From an optimization exercise on the open Yosys and OpenROAD flow, aimed at small area; shortcuts taken in it are not production practice.
The RTL was checked by simulation tests, not by an equivalence proof against the original design.
Power is estimated from default activity; no workload was simulated.

==> design.v <==
module sbr24 (
    input             clk,
    input             rst,
    input             cmd_valid,
    input      [7:0]  cmd_op,
    input      [31:0] cmd_a,
    input      [31:0] cmd_b,
    output            busy,
    output reg        done,
    output     [3:0]  fault,
    output reg [31:0] res,
    input      [31:0] cnt_us,
    input             dout,
    output reg        sck,
    output reg        ie
);
    localparam [2:0] F_NONE = 3'd0, F_ARG = 3'd1, F_STATE = 3'd2,
                     F_UNBOUND = 3'd3, F_CMD = 3'd4;
    localparam [5:0]
        S_IDLE = 6'd0,
        S_FIN = 6'd1,
        S_EX1 = 6'd2,
        S_D0 = 6'd3,
        S_D1 = 6'd4,
        S_MS0 = 6'd5,
        S_MS1 = 6'd6,
        S_ROT = 6'd7,
        S_DS = 6'd8,
        S_DU = 6'd16,
        S_PD1 = 6'd10,
        S_PZ = 6'd11,
        S_PS = 6'd12,
        S_PM = 6'd13,
        S_TC0 = 6'd14,
        S_TC1 = 6'd15,
        S_TC2 = 6'd61,
        S_RES0 = 6'd17,
        S_RES1 = 6'd18,
        S_W0 = 6'd19,
        S_RT0 = 6'd20,
        S_RT1 = 6'd21,
        S_SL0 = 6'd22,
        S_SL1 = 6'd23,
        S_SH0 = 6'd24,
        S_RDY = 6'd25,
        S_HI = 6'd26,
        S_LO = 6'd27,
        S_PEND = 6'd50,
        S_FA0 = 6'd29,
        S_FA1 = 6'd30,
        S_FA2 = 6'd31,
        S_FA3 = 6'd32,
        S_FA4 = 6'd33,
        S_FA5 = 6'd34,
        S_AV0 = 6'd35,
        S_AV1 = 6'd36,
        S_AV2 = 6'd37,
        S_PD4 = 6'd38,
        S_V1 = 6'd39,
        S_V2 = 6'd40,
        S_V3 = 6'd41,
        S_V4 = 6'd42,
        S_V5 = 6'd43,
        S_V6 = 6'd44,
        S_V7 = 6'd45,
        S_V8 = 6'd46,
        S_V8B = 6'd49,
        S_V9 = 6'd48,
        S_U2 = 6'd63,
        S_U4 = 6'd28,
        S_U5 = 6'd57,
        S_U6 = 6'd52,
        S_U7 = 6'd53,
        S_U3 = 6'd54,
        S_PK = 6'd55,
        S_V10 = 6'd56,
        S_TCB = 6'd58;
    localparam [3:0] Y_ZERO = 4'd0, Y_A = 4'd1, Y_B = 4'd2,
                     Y_W = 4'd4, Y_OFF = 4'd6, Y_SC = 4'd7,
                     Y_SM = 4'd8, Y_CNT = 4'd9, Y_EXP = 4'd10, Y_MASK = 4'd11,
                     Y_CONST = 4'd12;
    localparam [1:0] X_ZERO = 2'd0, X_R = 2'd1, X_ONES = 2'd2;
    reg  [5:0]  st;
    reg  [4:0]  opr;       
    reg  [2:0]  flt;
    reg         bound;
    reg  [1:0]  sel;       
    reg  [31:0] offset, scale;
    reg  [56:0] acc;
    reg  [31:0] A, B;
    reg  [9:0]  E;
    reg  [5:0]  K;
    reg         f0, f1, f2;
    reg         cprev;
    reg         c31p, wrapped, wcap;    
    assign busy  = (st != S_IDLE);
    assign fault = {1'b0, flt};
    wire tick = cnt_us[0] ^ cprev;
    wire [32:0] R = acc[56:24];
    wire c_shift = (opr[4:3] == 2'b01);
    wire c_units = (opr == 5'b11010);
    wire so      = offset[31];
    wire ss      = scale[31];
    wire s_max   = (scale[30:23] == 8'hFF);
    wire s_mz    = (scale[22:0] == 23'd0);
    wire s_nan   = s_max & ~s_mz;
    wire s_inf   = s_max & s_mz;
    reg  [1:0]  xs;
    reg  [3:0]  ys;
    reg  [1:0]  ya32;      
    reg  [32:0] cval;
    reg         inv, cin;
    reg         wR, wRc, rnd, wA, wB, wRes, wOff, wSc;
    reg         ash, arot, aq;
    reg         eclr, eld, einc, edec;
    reg         kld, kdec;
    reg  [5:0]  kval;
    reg  [5:0]  nst;
    reg         fin;
    reg         f0set, f0clr, f1ld, f1v, f2ld, f2v;
    genvar gi;
    reg  [32:0] Yv;
    wire [32:0] X  = (xs == X_R) ? R : (xs == X_ONES) ? {33{1'b1}} : 33'd0;
    wire [32:0] Yi = Yv ^ {33{inv}};
    wire [33:0] cy;
    wire [32:0] sum;
    assign cy[0] = cin;
    generate
        for (gi = 0; gi < 33; gi = gi + 1) begin : g_add
            wire p = X[gi] ^ Yi[gi];
            assign sum[gi]  = p ^ cy[gi];
            assign cy[gi+1] = p ? cy[gi] : X[gi];
        end
    endgenerate
    wire        c32 = cy[32];
    wire        co  = cy[33];
    wire [8:0] M;
    assign M[8] = 1'b0;
    generate
        for (gi = 7; gi >= 0; gi = gi - 1) begin : g_m
            assign M[gi] = M[gi+1] | R[24+gi];
        end
    endgenerate
    wire [8:1] ulp = M[7:0] & ~M[8:1];
    wire       rl  = |(ulp & R[8:1]);
    wire sd    = ~(so ^ f1);
    wire psign = sd ^ (c_units & ss);
    wire pnan  = c_units & s_nan;
    wire pz    = (c_units & s_inf) | E[9] | ((E == 10'd0) & ~R[23]);
    wire pinf  = ~E[9] & (E[8] | (&E[7:0]));
    wire pspec = pnan | pz | pinf;
    wire [32:0] pconst = pnan ? 33'h07FC00000 : {1'b0, psign, {8{pinf & ~pz}}, 23'd0};
    wire [4:0]  widx = c_shift ? {2'b00, K[2:0] ^ {3{~A[0]}}} : K[4:0];
    wire        wbit = dout ^ (~c_shift & (K[4:0] == 5'd23));
    wire [23:0] wvec = {23'd0, wbit} << widx;
    always @* begin
        case (ys)
            Y_A:     Yv = {(ya32 == 2'd1) ? A[31] : (ya32 == 2'd2) ? f1 : 1'b0, A};
            Y_B:     Yv = {1'b0, B};
            Y_W:     Yv = {9'd0, wvec};
            Y_OFF:   Yv = {offset[31], offset};
            Y_SC:    Yv = {1'b0, scale[31:24], scale[23], scale[22:0]};
            Y_SM:    Yv = {9'd0, 1'b1, scale[22:0]};
            Y_CNT:   Yv = {1'b0, cnt_us};
            Y_EXP:   Yv = {1'b0, psign, E[7:0], 23'd0};
            Y_MASK:  Yv = {26'd0, M[7:1]};
            Y_CONST: Yv = cval;
            default: Yv = 33'd0;
        endcase
    end
    reg [2:0] issue_fault;
    always @* begin
        issue_fault = F_NONE;
        case (cmd_op)
            8'h01:         if (cmd_a != 32'd0) issue_fault = F_ARG;
            8'h02, 8'h03, 8'h04, 8'h24, 8'h25:
                           if (!bound) issue_fault = F_UNBOUND;
            8'h10:         if (cmd_a[31:1] != 31'd0) issue_fault = F_ARG;
                           else if (!bound) issue_fault = F_UNBOUND;
            8'h20:         if (!((cmd_a == 32'd128) || (cmd_a == 32'd64) || (cmd_a == 32'd32)))
                               issue_fault = F_ARG;
                           else if (!bound) issue_fault = F_UNBOUND;
            8'h30, 8'h31, 8'h33:
                           if (cmd_a == 32'd0) issue_fault = F_ARG;
                           else if (!bound) issue_fault = F_UNBOUND;
            8'h32:         if (cmd_a == 32'd0) issue_fault = F_ARG;
                           else if (!bound) issue_fault = F_UNBOUND;
                           else if (scale[30:23] == 8'd0) issue_fault = F_STATE;
            8'h21, 8'h22, 8'h23, 8'h26, 8'h27,
            8'h34, 8'h35, 8'h36, 8'h37: issue_fault = F_NONE;
            default:       issue_fault = F_CMD;
        endcase
    end
    wire k_last   = (K == 6'd1);
    wire p_last   = c_shift ? (K == 6'd0) : (K == {4'b1111, ~sel});
    always @* begin
        xs = X_ZERO; ys = Y_ZERO; ya32 = 2'd0; cval = 33'd0; inv = 1'b0; cin = 1'b0;
        wR = 1'b0; wRc = 1'b0; rnd = 1'b0; wA = 1'b0; wB = 1'b0;
        wRes = 1'b0; wOff = 1'b0; wSc = 1'b0;
        ash = 1'b0; arot = 1'b0; aq = 1'b0;
        eclr = 1'b0; eld = 1'b0; einc = 1'b0; edec = 1'b0;
        kld = 1'b0; kdec = 1'b0; kval = 6'd0;
        f0set = 1'b0; f0clr = 1'b0; f1ld = 1'b0; f1v = 1'b0; f2ld = 1'b0; f2v = 1'b0;
        nst = st; fin = 1'b0;
        if (rst) begin
            wRes = 1'b1; wOff = 1'b1; wSc = 1'b1; nst = S_IDLE;
        end else
        case (st)
            S_IDLE: begin
                if (cmd_valid) begin
                    if (issue_fault != F_NONE) nst = S_FIN;
                    else case (cmd_op)
                        8'h02: nst = S_D0;
                        8'h04, 8'h24: begin nst = S_MS0; kld = 1'b1; kval = 6'd24; end
                        8'h10: nst = S_SH0;
                        8'h20, 8'h25: nst = S_RDY;
                        8'h22: nst = S_W0;
                        8'h23: nst = S_RT0;
                        8'h30, 8'h31, 8'h32, 8'h33: nst = S_AV0;
                        8'h03, 8'h21, 8'h34, 8'h35, 8'h36, 8'h37: nst = S_EX1;
                        default: nst = S_FIN;
                    endcase
                end
            end
            S_FIN: begin nst = S_IDLE; fin = 1'b1; end
            S_EX1: begin
                nst = S_IDLE; fin = 1'b1;
                case (opr)
                    5'b00011: begin ys = Y_CNT; wRes = 1'b1; end
                    5'b10001: begin ys = Y_CONST; cval = {32'd0, ~dout}; wRes = 1'b1; end
                    5'b11100: begin ys = Y_A; wSc = 1'b1; end
                    5'b11101: begin ys = Y_SC; wRes = 1'b1; end
                    5'b11110: begin ys = Y_A; wOff = 1'b1; end
                    default:  begin ys = Y_OFF; wRes = 1'b1; end
                endcase
            end
            S_D0: begin
                xs = X_ONES; ys = Y_A;
                if (co) begin wR = 1'b1; nst = S_D1; end
                else begin nst = S_IDLE; fin = 1'b1; end
            end
            S_D1: begin
                xs = X_R; inv = 1'b1;
                if (!co) begin nst = S_IDLE; fin = 1'b1; end
                else if (tick) wR = 1'b1;
            end
            S_MS0: begin
                ash = 1'b1; kdec = 1'b1;
                if (k_last) nst = S_MS1;
            end
            S_MS1: begin
                ys = Y_CNT; wR = 1'b1;
                nst = S_ROT; kld = 1'b1; kval = 6'd33;
            end
            S_ROT: begin
                ash = 1'b1; arot = 1'b1; kdec = 1'b1;
                if (k_last) begin nst = S_DS; kld = 1'b1; kval = 6'd24; end
            end
            S_DS: begin ash = 1'b1; nst = S_DU; end
            S_DU: begin
                xs = X_R; inv = 1'b1; cin = 1'b1;
                if (c_units & f0) ys = Y_SM;
                else if (opr[4:3] == 2'b11) ys = Y_B;
                else begin ys = Y_CONST; cval = 33'd1000; end
                wRc = 1'b1; aq = 1'b1; kdec = 1'b1;
                if (k_last) nst = (c_units & f0) ? S_U4 : S_PD1;
                else nst = S_DS;
            end
            S_PD1: begin
                xs = X_R; inv = 1'b1;
                f2ld = 1'b1; f2v = ~acc[23] & co;
                nst = S_PZ;
            end
            S_PZ: begin
                wR = 1'b1; nst = S_PS; kld = 1'b1; kval = 6'd24;
            end
            S_PS: begin
                ash = 1'b1; kdec = 1'b1;
                if (k_last) begin
                    if (opr[4:3] == 2'b00) nst = S_PM;
                    else if (opr[4:3] == 2'b10) nst = S_TC0;
                    else nst = S_PD4;
                end
            end
            S_PM: begin
                xs = X_R; wRes = 1'b1; nst = S_IDLE; fin = 1'b1;
            end
            S_TC0: begin
                xs = X_R; ys = Y_A;
                if (f0) begin wA = 1'b1; f1ld = 1'b1; f1v = sum[32]; end
                f0clr = 1'b1; nst = S_TCB;
            end
            S_TCB: begin
                xs = X_R; ys = Y_CONST; cval = {wcap, 32'd0}; wR = 1'b1; nst = S_TC1;
            end
            S_TC1: begin
                xs = X_R; ys = Y_A; ya32 = 2'd2; inv = 1'b1; cin = 1'b1;
                nst = co ? S_RES0 : S_TC2;
            end
            S_TC2: nst = dout ? S_SL0 : S_RES1;
            S_RES0: begin wRes = 1'b1; nst = S_IDLE; fin = 1'b1; end
            S_RES1: begin
                ys = Y_CONST; cval = 33'd1; wRes = 1'b1; nst = S_IDLE; fin = 1'b1;
            end
            S_W0: begin
                if (dout) nst = S_SL0;
                else begin nst = S_IDLE; fin = 1'b1; end
            end
            S_RT0: begin
                xs = X_ONES; ys = Y_A;
                if (co) begin wA = 1'b1; nst = S_RT1; end
                else nst = S_RES0;
            end
            S_RT1: nst = dout ? S_SL0 : S_RES1;
            S_SL0: begin
                ys = (opr[2:0] == 3'b010) ? Y_A : Y_B; wR = 1'b1; eclr = 1'b1;
                nst = S_SL1;
            end
            S_SL1: begin
                xs = X_R; inv = 1'b1;
                if (!co) begin
                    if (opr[2:0] == 3'b010) nst = S_W0;
                    else if (opr[2:0] == 3'b011) nst = S_RT0;
                    else begin nst = S_MS0; kld = 1'b1; kval = 6'd24; end
                end else if (tick) begin
                    einc = 1'b1;
                    if (&E) wR = 1'b1;
                end
            end
            S_SH0: begin wR = 1'b1; nst = S_HI; kld = 1'b1; kval = 6'd7; end
            S_RDY: begin
                wR = ~opr[3]; f2ld = 1'b1; f2v = 1'b0;
                if (!dout) begin
                    nst = S_HI; kld = 1'b1; kval = 6'd23;
                end
            end
            S_HI: begin
                if (tick) begin
                    xs = X_R; ys = Y_W;
                    if (c_shift | ~K[5]) begin
                        wR = 1'b1;
                        if (co) begin f2ld = 1'b1; f2v = 1'b1; end
                    end
                    nst = S_LO;
                end
            end
            S_LO: begin
                if (tick) begin
                    if (p_last) nst = S_PEND;
                    else begin kdec = 1'b1; nst = S_HI; end
                end
            end
            S_PEND: begin
                if (c_shift) begin
                    xs = X_R; wRes = 1'b1; nst = S_IDLE; fin = 1'b1;
                end else if (opr[3] == 1'b0) begin
                    if (opr[0]) nst = S_PD4;
                    else begin nst = S_IDLE; fin = 1'b1; end
                end else if (f2) begin nst = S_FA1; kld = 1'b1; kval = 6'd33; end
                else nst = S_FA4;
            end
            S_FA1: begin
                ash = 1'b1; arot = 1'b1; kdec = 1'b1;
                if (k_last) nst = S_FA2;
            end
            S_FA2: begin
                xs = X_R; ys = Y_CONST; cval = 33'd512; wR = 1'b1;
                nst = S_FA3; kld = 1'b1; kval = 6'd24;
            end
            S_FA3: begin
                ash = 1'b1; arot = 1'b1; kdec = 1'b1;
                if (k_last) nst = S_FA4;
            end
            S_FA4: begin
                xs = X_ONES; ys = Y_A; wA = 1'b1; nst = S_FA5;
            end
            S_FA5: begin
                xs = X_ONES; ys = Y_A;
                if (co) nst = S_RDY;
                else begin nst = S_ROT; kld = 1'b1; kval = 6'd33; end
            end
            S_AV0: begin
                ys = Y_A; wB = 1'b1; nst = S_AV1; kld = 1'b1; kval = 6'd24;
            end
            S_AV1: begin
                ash = 1'b1; kdec = 1'b1;
                if (k_last) nst = S_AV2;
            end
            S_AV2: begin wR = 1'b1; nst = S_RDY; end
            S_PD4: begin
                xs = X_R; ys = Y_CONST; cval = 33'h7FFFFF; inv = 1'b1; cin = f2;
                if (!opr[3] || opr[1:0] == 2'b00) begin wRes = 1'b1; nst = S_IDLE; fin = 1'b1; end
                else if (opr[1:0] == 2'b11) begin wOff = 1'b1; nst = S_IDLE; fin = 1'b1; end
                else begin wA = 1'b1; nst = S_V1; end
            end
            S_V1: begin
                ys = Y_OFF; inv = so; cin = so; wR = 1'b1; nst = S_V2;
            end
            S_V2: begin
                xs = X_R; ys = Y_MASK; cin = rl; wR = 1'b1; rnd = 1'b1; nst = S_V3;
            end
            S_V3: begin
                xs = X_R; ys = Y_A; ya32 = 2'd1; inv = ~so; cin = ~so; wR = 1'b1;
                nst = S_V4;
            end
            S_V4: begin
                xs = X_R; wA = 1'b1; f1ld = 1'b1; f1v = R[32]; nst = S_V5;
            end
            S_V5: begin
                ys = Y_A; ya32 = 2'd2; inv = f1; cin = f1; wR = 1'b1; nst = S_V6;
            end
            S_V6: begin
                xs = X_R; ys = Y_MASK; cin = rl; wR = 1'b1; rnd = 1'b1; nst = S_V7;
            end
            S_V7: begin
                xs = X_R; inv = 1'b1;
                if (!co) begin
                    eclr = 1'b1; f1ld = 1'b1; f1v = ~so; nst = S_PK;
                end else nst = S_V8;
            end
            S_V8: begin
                eld = 1'b1; kld = 1'b1; kval = 6'd30;
                nst = c_units ? S_V8B : S_V9;
            end
            S_V8B: begin
                einc = 1'b1; kdec = 1'b1;
                if (k_last) nst = S_V9;
            end
            S_V9: begin
                if (!R[31]) begin ash = 1'b1; edec = 1'b1; end
                else if (c_units & s_max) nst = S_PK;
                else begin nst = S_V10; kld = 1'b1; kval = 6'd49; end
            end
            S_V10: begin
                ash = 1'b1; arot = 1'b1; kdec = 1'b1;
                if (k_last) nst = c_units ? S_U2 : S_PK;
            end
            S_U2: begin
                xs = X_R; ys = Y_SM; inv = 1'b1; cin = 1'b1;
                if (!co) begin ash = 1'b1; edec = 1'b1; end
                nst = S_U3;
            end
            S_U3: begin
                xs = X_R; ys = Y_SM; inv = 1'b1; cin = 1'b1; wR = 1'b1;
                f0set = 1'b1; nst = S_DS; kld = 1'b1; kval = 6'd24;
            end
            S_U4: begin
                xs = X_R; inv = 1'b1;
                f2ld = 1'b1; f2v = co; nst = S_U5;
            end
            S_U5: begin
                wR = 1'b1; nst = S_U6; kld = 1'b1; kval = 6'd23;
            end
            S_U6: begin
                ash = 1'b1; kdec = 1'b1;
                if (k_last) nst = S_U7;
            end
            S_U7: begin
                xs = X_R; cin = acc[23] & (f2 | R[0]); wR = 1'b1;
                nst = S_PK;
            end
            S_PK: begin
                if (pspec) begin ys = Y_CONST; cval = pconst; end
                else begin xs = X_R; ys = Y_EXP; end
                wRes = 1'b1; nst = S_IDLE; fin = 1'b1;
            end
            default: nst = S_IDLE;
        endcase
    end
    wire [32:0] rdata = rnd ? {sum[32:8], sum[7:0] & ~M[7:0]} : sum;
    always @(posedge clk) begin
        cprev <= cnt_us[0];
        c31p  <= cnt_us[31];
        if (st == S_MS1) begin
            wrapped <= ~f0 & (wrapped | (c31p & ~cnt_us[31]));
            wcap    <= ~f0 & (wrapped | (c31p & ~cnt_us[31]));
        end else if (c31p & ~cnt_us[31])
            wrapped <= 1'b1;
        if (rst) begin
            done   <= 1'b0;
            flt    <= F_NONE;
            bound  <= 1'b0;
            sel    <= 2'd0;
            sck    <= 1'b0;
            ie     <= 1'b1;
        end else begin
            done <= fin;
            if (st == S_IDLE && cmd_valid) begin
                flt <= issue_fault;
                if (issue_fault == F_NONE) begin
                    case (cmd_op)
                        8'h01: bound <= 1'b1;
                        8'h20: begin
                            sck <= 1'b0;
                            sel <= (cmd_a[7:5] == 3'b100) ? 2'd0 :
                                   (cmd_a[7:5] == 3'b001) ? 2'd1 : 2'd2;
                        end
                        8'h26: sck <= 1'b1;
                        8'h27: sck <= 1'b0;
                        default: ;
                    endcase
                end
            end
            if (st == S_SH0) sck <= 1'b1;
            if (st == S_RDY && !dout) begin sck <= 1'b1; ie <= 1'b0; end
            if (st == S_HI && tick) sck <= 1'b0;
            if (st == S_LO && tick) begin
                if (!p_last) sck <= 1'b1;
                else if (!c_shift) ie <= 1'b1;
            end
        end
        st <= nst;
        if (wRes) res    <= sum[31:0];
        if (wOff) offset <= sum[31:0];
        if (wSc)  scale  <= {sum[31:30], sum[29:23] | {7{rst}}, sum[22:0]};
        if (st == S_IDLE) begin
            A   <= cmd_a;
            B   <= cmd_b;
            opr <= {cmd_op[5:4], cmd_op[2:0]};
            f0  <= cmd_op[2];
        end else begin
            if (wA) A <= sum[31:0];
            if (wB) B <= sum[31:0];
            if (f0set) f0 <= 1'b1;
            else if (f0clr) f0 <= 1'b0;
        end
        if (f1ld) f1 <= f1v;
        if (f2ld) f2 <= f2v;
        if (ash)
            acc <= {acc[55:0], arot & acc[56]};
        else begin
            if (wR | (wRc & co)) acc[56:24] <= rdata;
            if (aq) acc[0] <= co;
        end
        if (eclr)      E <= 10'd0;
        else if (eld)  E <= c_units ? {2'b00, ~scale[30:23]} : 10'd157;
        else if (einc) E <= E + 10'd1;
        else if (edec) E <= E - 10'd1;
        if (kld)       K <= kval;
        else if (kdec) K <= K - 6'd1;
    end
endmodule
==> flow/run.sh <==
#!/bin/bash
# Layout flow: the standard ORFS flow (standard.sh), unchanged except for
#  - the smallest buffer cell (buf_1) for the buffers on the ports;
#  - clock tree synthesis with small clock buffers and no dummy loads.
# Every tool's output goes to the ORFS logs under orfs/ and to standard.log.
set -uo pipefail
W=$(pwd)
rm -rf scripts_mod
mkdir -p scripts_mod
cp -r "$FLOW_HOME"/scripts/. scripts_mod/
cp flow/abc_area.script scripts_mod/abc_area.script
export SCRIPTS_DIR="$W/scripts_mod"
export BUFFER_PORTS_ARGS="-buffer_cell sky130_fd_sc_hd__buf_1"
export CTS_ARGS="-sink_clustering_enable -repair_clock_nets -dont_use_dummy_load -sink_clustering_size 10 -sink_clustering_max_diameter 100 -buf_list {sky130_fd_sc_hd__clkbuf_8}"
bash standard.sh > standard.log 2>&1
==> flow/abc_area.script <==
strash
dch
amap
topo
stime -c
==> standard.sh <==
#!/bin/bash
# synth_recipe.tcl (not shown) runs the flow's synth.tcl, then flattens the netlist and writes it again
# the make line also repeats each setting of config.mk as NAME=value (left out here)
make -C /OpenROAD-flow-scripts/flow DESIGN_CONFIG=/design/flow/config.mk WORK_HOME=/design/flow/orfs CLKGATE_MAP_FILE= SYNTH_SCRIPT=/design/flow/synth_recipe.tcl "${@:-finish}"
==> config.mk <==
export PLATFORM = sky130hd
export DESIGN_NAME = sbr24
export DESIGN_NICKNAME = sbr24
export VERILOG_FILES = /design/flow/design.v
export SDC_FILE = /design/flow/constraint.sdc
export NUM_CORES = 4
export LEC_CHECK = 0
export ABC_AREA = 1
export CAP_MARGIN = 20
export CORE_MARGIN = 2
export CORE_UTILIZATION = 40
export PLACE_DENSITY = 0.6
export SLEW_MARGIN = 20
==> constraint.sdc <==
create_clock -name core_clock -period 20.0 [get_ports {clk}]
set_input_delay 4.0000 -clock core_clock [delete_from_list [all_inputs] [get_ports {clk}]]
set_output_delay 4.0000 -clock core_clock [all_outputs]
set_load 0.01 [all_outputs]
==> out/metrics.yaml, run 1 <==
synth_area_sq_um: 14700
grt_max_degree: 69
grt_use_total: 0.301
synthCells: 1640
portBuffers: 146
p_leak_nw: 5.87
drtIter0Drc: 1715
fmax_ghz: 0.0581
wl_per_cell_microns: 25.2
ys_seq_elements: 260
vias: 14300
status: "finished clean"
power_mw: 1.06
yosysSeqAreaShare: 0.511
ant_nets: 0
firstDrtPassIters: 7
drc: 0
grt_overflow: 0
worst-path-buf-inv: 4
clock_latency_ns: 0.63
viasPerCell: 6.17
crit_family: "compound AO/OA/AOI/OAI gates"
path_clk_slew_ns: 0.08
post_cts_resized: 0
ys_warn_count: 1
slew_headroom: 0.268
syn_avg_cell_area_sq_um: 8.99
instances_no_fill: 2320
critical_path_required_ns: 20.49
die_w_microns: 196
netlist_top_cells_count: "nor2_1, edfxtp_1, o21ai_0, clkinv_1"
drive_gt1_frac: 0.0443
hold_class: "register to register"
maxCapViolations: 0
grt_setup_unrepaired: "no"
cts_inserted_buffers: 30
final_max_slew_viol_count: 0
hpwl_mm: 43.1
period_needed_ns: 17.22
setup_viol: 0
yosysMostFrequentCell: "nor2_1"
cp.depth: 103
critPathSlowestCell: "clkinv_1"
clkPwrFrac: 0.306
synth.area.top_cells: "edfxtp_1, nor2_1, o21ai_0"
fin_crit_sh: 0.861
max_stage_delay_ns: 0.71
initial_core_util: 0.405
grt_pass1_vias: 13500
ys.flop_type: "edfxtp_1"
swShare: 0.259
htree_levels: 1
hold_depth: 0
die_h_microns: 196
cp.arrival_ns: 17.71
combinationalPowerShare: 0.093
place.gp.congestion: 0.984
cts.sinks: 260
crit_type: "input port to register"
crit_path_end_kind: "register"
utilization: 0.458
die-area_sq_um: 38400
clock-root-buffer: "clkbuf_8"
row_count: 70
dp_cells: 2289
synth_nets: 1765
synth_cell_types: 53
yosys.area.top_type: "edfxtp_1"
worst_slew_pin_slew_ns: 1.09
ctsHoldBuffers: 0
area_growth_pct: 13.1
antenna_found_initial: 3
routed_wirelength_mm: 58.4
cts_buffer_depth: 3
pwr-share-seq: 0.602
p_per_area_nw_per_um2: 63.6
reg2reg_depth: 106
cts_tree: "yes"
synth_top_area_share: 0.474
internal_power_mw: 0.786
post_cts_buffers: 0
synth-edff-count: 233
coreArea_sq_um: 36400
nNetsFinal: 1978
hold_viol: 0
vdd_drop_max_mv: 0.0462
synthArstFlopShare: 0
grt_pass1_wl_mm: 86.4
switchingPower_mw: 0.275
io_pins: 148
tns_ns: 0
start_kind: "input port"
finClkSkew_ns: 0.0343
worstPathMaxFanout: 20
## cell families after synthesis
group,Yosys count,synth area share
compound gates,542,0.229
simple gates,669,0.206
fa+ha+maj,17,0.0149
buf+inv,151,0.0387
other cells,1,0.000254
flops,260,0.511
## power by group through the flow
stage,registers [mW],clock network [mW],logic [mW]
floorplan,0.647,0,0.0518
global route,0.641,0.350,0.107
detailed placement,0.651,0,0.0973
CTS,0.638,0.332,0.0978
finish,0.638,0.324,0.0984
global placement,0.650,0,0.0972
## path summary, 6_finish.rpt
check,startpoint,end,slack [ns]
worst max-delay path,cnt_us[0],E[9],2.78
worst min-delay path,acc[21],acc[22],0.42
worst max register to register,opr[1],E[9],3.57
worst min register to register,acc[21],acc[22],0.42
## placed cells by master, fill, tap and decap left out, types with 8 or more instances in the layout
master,Yosys,routed
or3_1,23,23
nand4_1,29,29
dfxtp_1,27,27
or2_0,23,23
nor2_1,281,279
clkinv_1,150,150
nor4_1,30,28
a222oi_1,15,15
a21o_1,51,51
or4_1,17,17
ha_1,16,16
nand3_1,43,43
buf_4,1,36
a221oi_1,25,25
buf_1,0,145
nor3_1,59,57
a2111oi_0,8,8
o32ai_1,11,11
clkbuf_8,0,30
edfxtp_1,233,233
o22ai_1,22,22
a211oi_1,10,10
o21a_1,9,9
a22oi_1,14,14
nand2_1,145,145
o21ai_0,176,170
a21oi_1,145,144
## cell type report
type	count	area (sq um)
tap	468	586
inverter	150	563
clock buffer	30	413
timing repair buffer	182	820
multi-input combinational	1229	6760
antenna	1	2.50
sequential	260	7540
fill	3699	19800
## per-layer routing
layer	share of wire	routed length, microns	up-vias	global-route usage
li1	-	-	6631	-
met1	0.44	25500	6812	0.432
met2	0.44	25900	747	0.472
met3	0.087	5070	123	0.0402
met4	0.032	1850	2	0.100
met5	0.00021	12	-	0
## per-stage QoR
step / hold WS [ns] / area (sq um) / setup WS [ns]
2_1_floorplan: 0.400 / 14700 / 0.477
3_3_place_gp: 0.402 / 16300 / 2.83
3_5_place_dp: 0.405 / 16300 / 2.44
4_1_cts: 0.420 / 16700 / 3.09
5_1_grt: 0.424 / 16700 / 0.701
6_report: 0.418 / 16700 / 2.78
## flip-flops by register name, indices dropped and copies added (netlist names), 10 cells and up
signal / count
scale: 32
res: 32
acc: 57
B: 32
A: 32
offset: 32
E: 10
==> inputs of run 2 (changes only) <==
==> run.sh (new file) <==
#!/bin/bash
# synth_recipe.tcl (not shown) runs the flow's synth.tcl, then flattens the netlist and writes it again
# the make line also repeats each setting of config.mk as NAME=value (left out here)
make -C /OpenROAD-flow-scripts/flow DESIGN_CONFIG=/design/flow/config.mk WORK_HOME=/design/flow/orfs CLKGATE_MAP_FILE= SYNTH_SCRIPT=/design/flow/synth_recipe.tcl finish
removed: flow/run.sh
removed: flow/abc_area.script
removed: standard.sh
==> run 2 against run 1 <==
Effect of this change:
- sequential power is essentially flat
- global-route usage shrank 1.3 points
- area after synthesis grew 14%
- maximum frequency grew 26%
- critical endpoint unchanged
- sequential share of layout area shrank 7.2 points
- largest power group unchanged
- worst hold slack gained 0.0073 ns
- critical path type unchanged
- via count grew 7.6%
- still clean
- die area grew 14%
- cell area grew 19%
- total power grew 26%
- largest cell class is now multi-input gates
==> out/metrics.yaml, run 2 <==
status: "finished clean"
grt_use_total: 0.288
vdd_drop_max_mv: 0.0531
diodes: 0
hold_viol: 0
post_cts_resized: 0
cp_common_cell: "nand2_2"
io_pins: 148
worst-path-buf-inv: 8
drc: 0
coreArea_sq_um: 41800
clock_latency_ns: 0.60
final_max_slew_viol_count: 0
fin_crit_sh: 0.682
synth_compound_area_frac: 0.112
top_register: "acc"
hold_class: "register to register"
drtIter0Drc: 1204
ctsHoldBuffers: 0
largest_reg_flops: 57
clock-root-buffer: "clkbuf_16"
dp_cells: 2740
synth.area.top_cells: "edfxtp_1, nand2_1, inv_1"
grt_overflow: 0
synth_cell_types: 63
period_needed_ns: 13.65
fillers: 4093
synthXorXnorAreaFrac: 0.0389
initial_core_util: 0.404
routed_wirelength_mm: 63.3
cts_tree: "yes"
htree_levels: 1
critPathSlowestCell: "inv_2"
ant_nets: 0
drive_gt1_frac: 0.114
multi_input_area_sq_um: 7830
synth_top_family_by_area: "simple AND/OR/NAND/NOR gates"
hold_depth: 0
slew_headroom: 0.192
critical_path_required_ns: 20.48
synth_nets: 2219
synth_top_area_share: 0.415
reg2reg_depth: 102
cp.depth: 97
portBuffers: 146
cts_buffer_depth: 3
ys.flop_type: "edfxtp_1"
die_w_microns: 209
finClkSkew_ns: 0.0329
most-common-layout-cells: "nand2_1, inv_1, edfxtp_1"
antenna_found_initial: 0
die_h_microns: 209
crit_family: "simple AND/OR/NAND/NOR gates"
post_cts_buffers: 0
dpl_cell_area_sq_um: 18800
power_mw: 1.34
worst_slew_pin_slew_ns: 1.20
netlist_top_cells_count: "nand2_1, inv_1, edfxtp_1, nor2_1, nand3_1"
ys_seq_elements: 260
synth_area_sq_um: 16900
cp.arrival_ns: 14.12
place.gp.congestion: 0.950
hpwl_mm: 48.5
syn_avg_cell_area_sq_um: 8.06
tns_ns: 0
cts_inserted_buffers: 30
design_area_sq_um: 19900
fmax_ghz: 0.0733
grt_max_degree: 66
path_clk_slew_ns: 0.06
max_stage_delay_ns: 0.60
grt_pass1_vias: 15000
instances_no_fill: 2796
synth-edff-count: 233
yosysMostFrequentCell: "nand2_1"
nNetsFinal: 2358
final_common_cell: "nand2_1"
synthAdderAreaFrac: 0.0130
crit_path_end_kind: "register"
maxCapViolations: 0
p_leak_nw: 8.73
yosys.area.top_type: "edfxtp_1"
vias: 15400
start_kind: "input port"
wl_per_cell_microns: 22.6
area_growth_pct: 17.6
cts.sinks: 260
grt_pass1_wl_mm: 94.6
synthCells: 2094
setup_viol: 0
regArea_sq_um: 7540
synthArstFlopShare: 0
yosys.area_share.simple: 0.295
row_count: 75
die-area_sq_um: 43900
grt_setup_unrepaired: "no"
firstDrtPassIters: 5
ys_warn_count: 1
crit_type: "input port to register"
yosysSeqAreaShare: 0.447
worstPathMaxFanout: 44
muxShareOfSynthArea: 0
viasPerCell: 5.51
p_per_area_nw_per_um2: 67.3
-- run 2: changes by cell type after synthesis, sizes merged, moves of 23 or more --
cell,previous run,this run
inv,0,316
a21o,51,0
nor2,281,202
xor2,0,72
a21oi,145,44
buf,1,30
o21ai,176,133
or3,23,0
nand3,43,155
nand2,145,599
clkinv,150,3
clkbuf,0,26
-- run 2: routing by layer --
layer  track usage  share of wire  up-vias
li1              -              -     7322
met1         0.396           0.44     7352
met2         0.461           0.45      609
met3        0.0428          0.067      125
met4         0.109          0.041        0
met5             0              0        -
-- run 2: logic make-up after synthesis --
kind of cell | Yosys count
AND/OR/NAND/NOR | 1081
XOR/XNOR | 75
AO/OA/AOI/OAI | 285
other | 1
adder cells (fa/ha/maj) | 17
flip-flops | 260
buffers and inverters | 375
-- run 2: final cells by class --
type,instances,share of cell area
multi-input combinational,1459,0.394
sequential,260,0.380
timing repair buffer,163,0.0800
inverter,319,0.0606
clock buffer,32,0.0382
tap,539,0.0340
clock inverter,24,0.0131
-- run 2: final timing paths --
path / start / end / slack, ns
worst max-delay path: rst / E[9] / 6.35
worst min-delay path: acc[18] / acc[19] / 0.42
worst max register to register: st[5] / E[9] / 9.28
worst min register to register: acc[18] / acc[19] / 0.42
-- run 2: power by group --
| group | internal (mW) | leakage (nW) | switching [mW] |
|---|---|---|---|
| logic | 0.0450 | 5.69 | 0.0741 |
| registers | 0.625 | 2.56 | 0.0166 |
| clock network | 0.338 | 0.486 | 0.237 |
| total | 1.01 | 8.73 | 0.327 |
-- run 2: metrics by stage --
step / worst slack [ns] / util / hold slack [ns]
floorplan: 8.30 / - / 0.400
global placement: 6.16 / 0.451 / 0.405
detailed placement: 5.93 / 0.451 / 0.406
CTS: 6.49 / 0.475 / 0.426
global route: 5.27 / 0.475 / 0.429
finish: 6.35 / 0.475 / 0.425
==> inputs of run 3 (changes only) <==
--- a/design.v
+++ b/design.v
@@ -40,3 +40,3 @@
         S_RT0 = 6'd20,
-        S_RT1 = 6'd21,
+        S_RT1 = 6'd42,
         S_SL0 = 6'd22,
@@ -48,3 +48,3 @@
         S_PEND = 6'd50,
-        S_FA0 = 6'd29,
+        S_PD3 = 6'd56,
         S_FA1 = 6'd30,
@@ -61,7 +61,7 @@
         S_V3 = 6'd41,
-        S_V4 = 6'd42,
-        S_V5 = 6'd43,
+        S_V4 = 6'd21,
+        S_V5 = 6'd60,
         S_V6 = 6'd44,
         S_V7 = 6'd45,
-        S_V8 = 6'd46,
+        S_V8 = 6'd29,
         S_V8B = 6'd49,
@@ -75,3 +75,3 @@
         S_PK = 6'd55,
-        S_V10 = 6'd56,
+        S_V10 = 6'd59,
         S_TCB = 6'd58;
@@ -281,3 +281,3 @@
                     else if (opr[4:3] == 2'b10) nst = S_TC0;
-                    else nst = S_PD4;
+                    else nst = S_PD3;
                 end
@@ -356,3 +356,3 @@
                 end else if (opr[3] == 1'b0) begin
-                    if (opr[0]) nst = S_PD4;
+                    if (opr[0]) nst = S_PD3;
                     else begin nst = S_IDLE; fin = 1'b1; end
@@ -389,4 +389,7 @@
             S_AV2: begin wR = 1'b1; nst = S_RDY; end
+            S_PD3: begin
+                xs = X_R; cin = f2; wR = 1'b1; nst = S_PD4;
+            end
             S_PD4: begin
-                xs = X_R; ys = Y_CONST; cval = 33'h7FFFFF; inv = 1'b1; cin = f2;
+                xs = X_R; ys = Y_CONST; cval = 33'h800000; inv = 1'b1; cin = 1'b1;
                 if (!opr[3] || opr[1:0] == 2'b00) begin wRes = 1'b1; nst = S_IDLE; fin = 1'b1; end
==> flow/run.sh (new file) <==
#!/bin/bash
# Layout flow: the standard ORFS flow (standard.sh), unchanged except for
#  - the smallest buffer cell (buf_1) for the buffers on the ports;
#  - clock tree synthesis with small clock buffers and no dummy loads.
# Every tool's output goes to the ORFS logs under orfs/ and to standard.log.
set -uo pipefail
W=$(pwd)
rm -rf scripts_mod
mkdir -p scripts_mod
cp -r "$FLOW_HOME"/scripts/. scripts_mod/
cp flow/abc_area.script scripts_mod/abc_area.script
export SCRIPTS_DIR="$W/scripts_mod"
export BUFFER_PORTS_ARGS="-buffer_cell sky130_fd_sc_hd__buf_1"
export CTS_ARGS="-sink_clustering_enable -repair_clock_nets -dont_use_dummy_load -sink_clustering_size 10 -sink_clustering_max_diameter 100 -buf_list {sky130_fd_sc_hd__clkbuf_8}"
bash standard.sh > standard.log 2>&1
==> flow/abc_area.script (new file) <==
strash
dch
amap
topo
stime -c
==> standard.sh (new file) <==
#!/bin/bash
# synth_recipe.tcl (not shown) runs the flow's synth.tcl, then flattens the netlist and writes it again
# the make line also repeats each setting of config.mk as NAME=value (left out here)
make -C /OpenROAD-flow-scripts/flow DESIGN_CONFIG=/design/flow/config.mk WORK_HOME=/design/flow/orfs CLKGATE_MAP_FILE= SYNTH_SCRIPT=/design/flow/synth_recipe.tcl "${@:-finish}"
--- a/config.mk
+++ b/config.mk
@@ -10,4 +10,4 @@
 export CORE_MARGIN = 2
-export CORE_UTILIZATION = 40
-export PLACE_DENSITY = 0.6
+export CORE_UTILIZATION = 50
+export PLACE_DENSITY = 0.75
 export SLEW_MARGIN = 20
removed: run.sh
==> run 3 against run 2 <==
Effect of this change:
- largest power group unchanged
- critical endpoint unchanged
- area after synthesis is 13% lower
- clock skew fell by 0.0059 ns
- routed wire length shrank 8.5%
- still clean
==> out/metrics.yaml, run 3 <==
status: "finished clean"
synth_cell_types: 55
yosysMostFrequentCell: "nor2_1"
cts_buffer_depth: 3
hpwl_mm: 42.6
clock-root-buffer: "clkbuf_8"
setup_viol: 0
ys_warn_count: 1
ctsHoldBuffers: 0
ant_nets: 0
io_pins: 148
die_w_microns: 176
worstPathMaxFanout: 11
grt_max_degree: 72
routed_wirelength_mm: 57.9
reg2reg_depth: 107
crit_type: "input port to register"
synth-edff-count: 233
row_count: 62
yosys.area.top_type: "edfxtp_1"
hold_class: "register to register"
htree_levels: 1
synth_nets: 1741
ys_seq_elements: 260
drive_gt1_frac: 0.0438
pwr-share-seq: 0.590
grt_setup_unrepaired: "no"
largest_reg_flops: 57
max_stage_delay_ns: 0.68
combinationalPowerShare: 0.136
most-common-layout-cells: "nor2_1, edfxtp_1, o21ai_0"
area_growth_pct: 12.5
drc: 0
post_cts_resized: 0
power_mw: 1.14
critical_path_required_ns: 20.55
synth_area_sq_um: 14700
grt_pass1_wl_mm: 85.0
die-area_sq_um: 30800
regArea_sq_um: 7540
hold_viol: 0
maxCapViolations: 0
utilization: 0.574
initial_core_util: 0.510
drtIter0Drc: 1890
internal_power_mw: 0.825
yosysSeqAreaShare: 0.512
synth.area.top_cells: "edfxtp_1, nor2_1, o21ai_0"
fillers: 2638
finClkSkew_ns: 0.0270
nNetsFinal: 1953
path_clk_slew_ns: 0.08
place.gp.congestion: 1.04
clkPwrFrac: 0.274
final_common_cell: "nor2_1"
vdd_drop_max_mv: 0.0766
tns_ns: 0
slew_headroom: 0.268
swShare: 0.277
cts_tree: "yes"
synthArstFlopShare: 0
grt_use_total: 0.370
wl_per_cell_microns: 26.2
fmax_ghz: 0.0578
grt_overflow: 0
ys.flop_type: "edfxtp_1"
top_register: "acc"
firstDrtPassIters: 8
cp_common_cell: "o21ai_0"
portBuffers: 146
fin_crit_sh: 0.866
viasPerCell: 6.61
switchingPower_mw: 0.315
cts_inserted_buffers: 29
final_max_slew_viol_count: 0
start_kind: "input port"
crit_path_end_kind: "register"
die_h_microns: 176
multi_input_area_sq_um: 6710
period_needed_ns: 17.31
p_per_area_nw_per_um2: 68.9
netlist_top_cells_count: "nor2_1, edfxtp_1, o21ai_0, clkinv_1, nand2_1"
synthCells: 1616
cts.sinks: 260
grt_pass1_vias: 13700
coreArea_sq_um: 28900
syn_avg_cell_area_sq_um: 9.11
synth_top_area_share: 0.475
vias: 14600
antenna_found_initial: 0
diodes: 0
cp.arrival_ns: 17.86
hold_depth: 0
critPathSlowestCell: "nor2_1"
clock_latency_ns: 0.61
post_cts_buffers: 0
p_leak_nw: 5.80
worst_slew_pin_slew_ns: 1.09
run 3: final cells by class:
type	count	area share
flip-flops and latches	260	0.455
multi-input cells	1198	0.405
repair buffers	182	0.0507
inverters	157	0.0356
well taps	384	0.0290
clock buffers	29	0.0241
run 3: worst paths after layout:
| kind | from | end | slack, ns |
|---|---|---|---|
| worst min register to register | acc[2] | acc[3] | 0.42 |
| worst max register to register | opr[1] | E[9] | 4.15 |
| worst max-delay path | cnt_us[0] | E[9] | 2.69 |
| worst min-delay path | acc[2] | acc[3] | 0.42 |
run 3: stage by stage:
step                      setup WS (ns)  instance area, sq um  instances  hold WS [ns]
final                              2.69                 16600       2210         0.420
after global routing              0.722                 16600       2210         0.425
after CTS                          3.09                 16500       2209         0.421
after detailed placement           2.58                 16100       2180         0.405
after global placement             3.11                 16100       2179         0.404
after floorplan                   0.196                 14700       1616         0.400
run 3: cells by family after synthesis:
family          after synthesis  synth area share
other cells                   1          0.000255
flops                       260             0.512
buf+inv                     158            0.0406
fa+ha+maj                    17            0.0150
compound gates              541             0.236
xor+xnor                      1          0.000595
simple gates                638             0.195
run 3: worst max-delay path, delay by kind of cell:
family / cells / cell delay, ns
AOI/OAI and AO/OA: 46 / 5.93
xor gates and xnor gates: 1 / 0.21
buffers and inverters: 8 / 1.62
and+or+nand+nor: 47 / 5.85
adders and majority gates: 1 / 0.25
run 3: power by group through the flow:
stage	clock network (mW)	registers, mW	logic (mW)
2_1_floorplan	0	0.679	0.0890
3_3_place_gp	0	0.682	0.148
3_5_place_dp	0	0.683	0.151
4_1_cts	0.316	0.672	0.152
5_1_grt	0.331	0.676	0.169
6_report	0.313	0.672	0.155
run 3: routing by layer:
metal | track usage | vias up | share of wire
met2 | 0.581 | 1000 | 0.45
met4 | 0.180 | 0 | 0.056
met1 | 0.503 | 6873 | 0.39
li1 | - | 6561 | -
met3 | 0.0589 | 165 | 0.10
met5 | 0 | - | 0
==> inputs of run 4 (changes only) <==
--- a/design.v
+++ b/design.v
@@ -26,3 +26,3 @@
         S_MS1 = 6'd6,
-        S_ROT = 6'd7,
+        S_ROT = 6'd50,
         S_DS = 6'd8,
@@ -30,4 +30,4 @@
         S_PD1 = 6'd10,
-        S_PZ = 6'd11,
-        S_PS = 6'd12,
+        S_PZ = 6'd57,
+        S_PS = 6'd25,
         S_PM = 6'd13,
@@ -44,7 +44,7 @@
         S_SH0 = 6'd24,
-        S_RDY = 6'd25,
+        S_RDY = 6'd12,
         S_HI = 6'd26,
         S_LO = 6'd27,
-        S_PEND = 6'd50,
-        S_PD3 = 6'd56,
+        S_PEND = 6'd7,
+        S_PD3 = 6'd47,
         S_FA1 = 6'd30,
@@ -54,3 +54,3 @@
         S_FA5 = 6'd34,
-        S_AV0 = 6'd35,
+        S_AV0 = 6'd46,
         S_AV1 = 6'd36,
@@ -64,4 +64,4 @@
         S_V6 = 6'd44,
-        S_V7 = 6'd45,
-        S_V8 = 6'd29,
+        S_V7 = 6'd29,
+        S_V8 = 6'd45,
         S_V8B = 6'd49,
@@ -70,3 +70,3 @@
         S_U4 = 6'd28,
-        S_U5 = 6'd57,
+        S_U5 = 6'd11,
         S_U6 = 6'd52,
==> run 4 against run 3 <==
Effect of this change:
- maximum frequency grew 1.4%
- critical endpoint is now acc[25]
- critical path depth shrank 12
- synthesized cell count up 0.12%
- die area decreased by 0.14%
- routed wire length decreased by 4.7%
- flip-flop and latch count unchanged
- sequential power is 0.6% higher
- first-iteration DRC count is 14% higher
- largest power group unchanged
- worst hold slack got worse by 0.049 ns
- core utilization is 0.26 points lower
==> out/metrics.yaml, run 4 <==
tns_ns: 0
io_pins: 148
post_cts_buffers: 0
grt_use_total: 0.354
ctsHoldBuffers: 0
die_h_microns: 175
grt_overflow: 0
clkPwrFrac: 0.275
grt_pass1_vias: 13400
coreArea_sq_um: 28900
yosys.area.top_type: "edfxtp_1"
ys.flop_type: "edfxtp_1"
synth_nets: 1742
switchingPower_mw: 0.321
grt_setup_unrepaired: "no"
top_register: "acc"
crit_type: "input port to register"
synth_top_area_share: 0.476
firstDrtPassIters: 8
max_stage_delay_ns: 0.95
slew_headroom: 0.293
drive_gt1_frac: 0.0416
final_common_cell: "nor2_1"
antenna_found_initial: 1
synthCells: 1618
place.gp.congestion: 1.01
ys_warn_count: 1
syn_avg_cell_area_sq_um: 9.08
crit_path_end_kind: "register"
hold_viol: 0
grt_pass1_wl_mm: 82.7
synth_cell_types: 49
post_cts_resized: 0
nNetsFinal: 1951
drtIter0Drc: 2151
final_max_slew_viol_count: 0
cts.sinks: 260
start_kind: "input port"
synth.area.top_cells: "edfxtp_1, nor2_1, o21ai_0"
row_count: 62
ys_seq_elements: 260
p_per_area_nw_per_um2: 70.1
clock-root-buffer: "clkbuf_8"
swShare: 0.278
largest_reg_flops: 57
path_clk_slew_ns: 0.07
critPathSlowestCell: "clkinv_1"
yosysMostFrequentCell: "nor2_1"
cts_inserted_buffers: 30
synth_area_sq_um: 14700
combinationalPowerShare: 0.140
viasPerCell: 6.60
synth-edff-count: 233
design_area_sq_um: 16500
hold_class: "register to register"
hpwl_mm: 40.5
worst_slew_pin_slew_ns: 1.06
internal_power_mw: 0.834
htree_levels: 1
vias: 14600
dpl_cell_area_sq_um: 16100
status: "finished clean"
die-area_sq_um: 30800
yosysSeqAreaShare: 0.513
routed_wirelength_mm: 55.2
netlist_top_cells_count: "nor2_1, edfxtp_1, o21ai_0, nand2_1, clkinv_1"
cts_buffer_depth: 3
cp.arrival_ns: 17.43
worstPathMaxFanout: 61
fmax_ghz: 0.0586
critical_path_required_ns: 20.35
diodes: 0
synthArstFlopShare: 0
period_needed_ns: 17.07
pwr-share-seq: 0.585
setup_viol: 0
ant_nets: 0
p_leak_nw: 5.76
initial_core_util: 0.509
vdd_drop_max_mv: 0.0563
maxCapViolations: 0
wl_per_cell_microns: 25.0
grt_max_degree: 62
fin_crit_sh: 0.854
holdWs_ns: 0.372
finClkSkew_ns: 0.111
most-common-layout-cells: "nor2_1, edfxtp_1, o21ai_0"
portBuffers: 146
drc: 0
cts_tree: "yes"
die_w_microns: 175
area_growth_pct: 12.1
clock_latency_ns: 0.64
[run 4: stage by stage]
| stage | total power, mW | cells | utilization | worst slack [ns] |
|---|---|---|---|---|
| global route | 1.19 | 2209 | 0.571 | 0.605 |
| finish | 1.15 | 2209 | 0.571 | 2.93 |
| CTS | 1.15 | 2209 | 0.571 | 3.24 |
| global placement | 0.841 | 2179 | 0.557 | 3.28 |
| floorplan | 0.776 | 1618 | - | 1.78 |
| detailed placement | 0.845 | 2179 | 0.557 | 2.67 |
[run 4: final cells by class]
class	instances	area, sq um
Inverter	158	593
Tap cell	384	480
Timing Repair Buffer	178	790
Multi-Input combinational cell	1199	6670
Sequential cell	260	7540
Clock buffer	30	413
Fill cell	2659	12400
[run 4: logic make-up (layout without fill, tap and decap cells)]
kind of cell             count (synthesis)  after routing  share of synthesized area
AND/OR/NAND/NOR                        652            652                      0.201
AO/OA/AOI/OAI                          530            530                      0.231
flip-flops                             260            260                      0.513
buffers and inverters                  159            366                     0.0409
adder cells (fa/ha/maj)                 16             16                     0.0141
other                                    1              1                   0.000255
[run 4: metal layers]
| metal | track usage | part of all wire |
|---|---|---|
| met2 | 0.537 | 0.43 |
| met3 | 0.0688 | 0.12 |
| met5 | 0 | 0.00024 |
| met1 | 0.511 | 0.41 |
| met4 | 0.122 | 0.040 |
[run 4: power by group through the flow]
stage / sequential (mW) / clock, mW / combinational [mW]
final: 0.676 / 0.318 / 0.161
after global routing: 0.680 / 0.336 / 0.178
after CTS: 0.675 / 0.318 / 0.159
after detailed placement: 0.687 / 0 / 0.158
after global placement: 0.686 / 0 / 0.155
after floorplan: 0.683 / 0 / 0.0936
[run 4: final timing paths]
check | startpoint | to | slack [ns] | depth (start not counted)
max | cnt_us[0] | acc[25] | 2.93 | 91
min | acc[7] | acc[8] | 0.37 | 0
max reg2reg | opr[3] | acc[25] | 4.25 | 94
min reg2reg | acc[7] | acc[8] | 0.37 | 0
[run 4: worst max-delay path, delay by kind of cell]
kind / cells / cell delay, ns
AO/OA/AOI/OAI: 41 / 5.84
AND/OR/NAND/NOR: 42 / 4.55
buffers and inverters: 8 / 3.04

==> separate check: timing with driven ports <==
The flow's constraints put no driver on any port. The routed layouts listed below were extracted and timed again, unchanged, in two steps. Step 1 assumes that a clkbuf_16 drives the clock port and a buf_2 every other input. Step 2 also shifts input and output timing later by t, the mid clock arrival at the registers, as if the neighbouring blocks saw the same clock. Three values: ideal ports, drivers, drivers and shift; two values: the first two.
run | shift t [ns] | setup WS [ns] | worst data-port slew with drivers (ns) | cell pins on the clock port's net
run 1 | 0.669 | 2.775 / 2.740 / 2.071 | 0.09 | 1
run 2 | 0.639 | 6.354 / 6.387 / 5.748 | 0.06 | 1
run 3 | 0.651 | 2.689 / 2.710 / 2.058 | 0.07 | 1
run 4 | 0.629 | 2.925 / 2.951 / 2.322 | 0.05 | 1
After both steps every run listed still meets setup and hold. For run 1, which loses most, drivers alone change the setup slack by -0.035 ns; drivers and shift together by -0.704 ns.
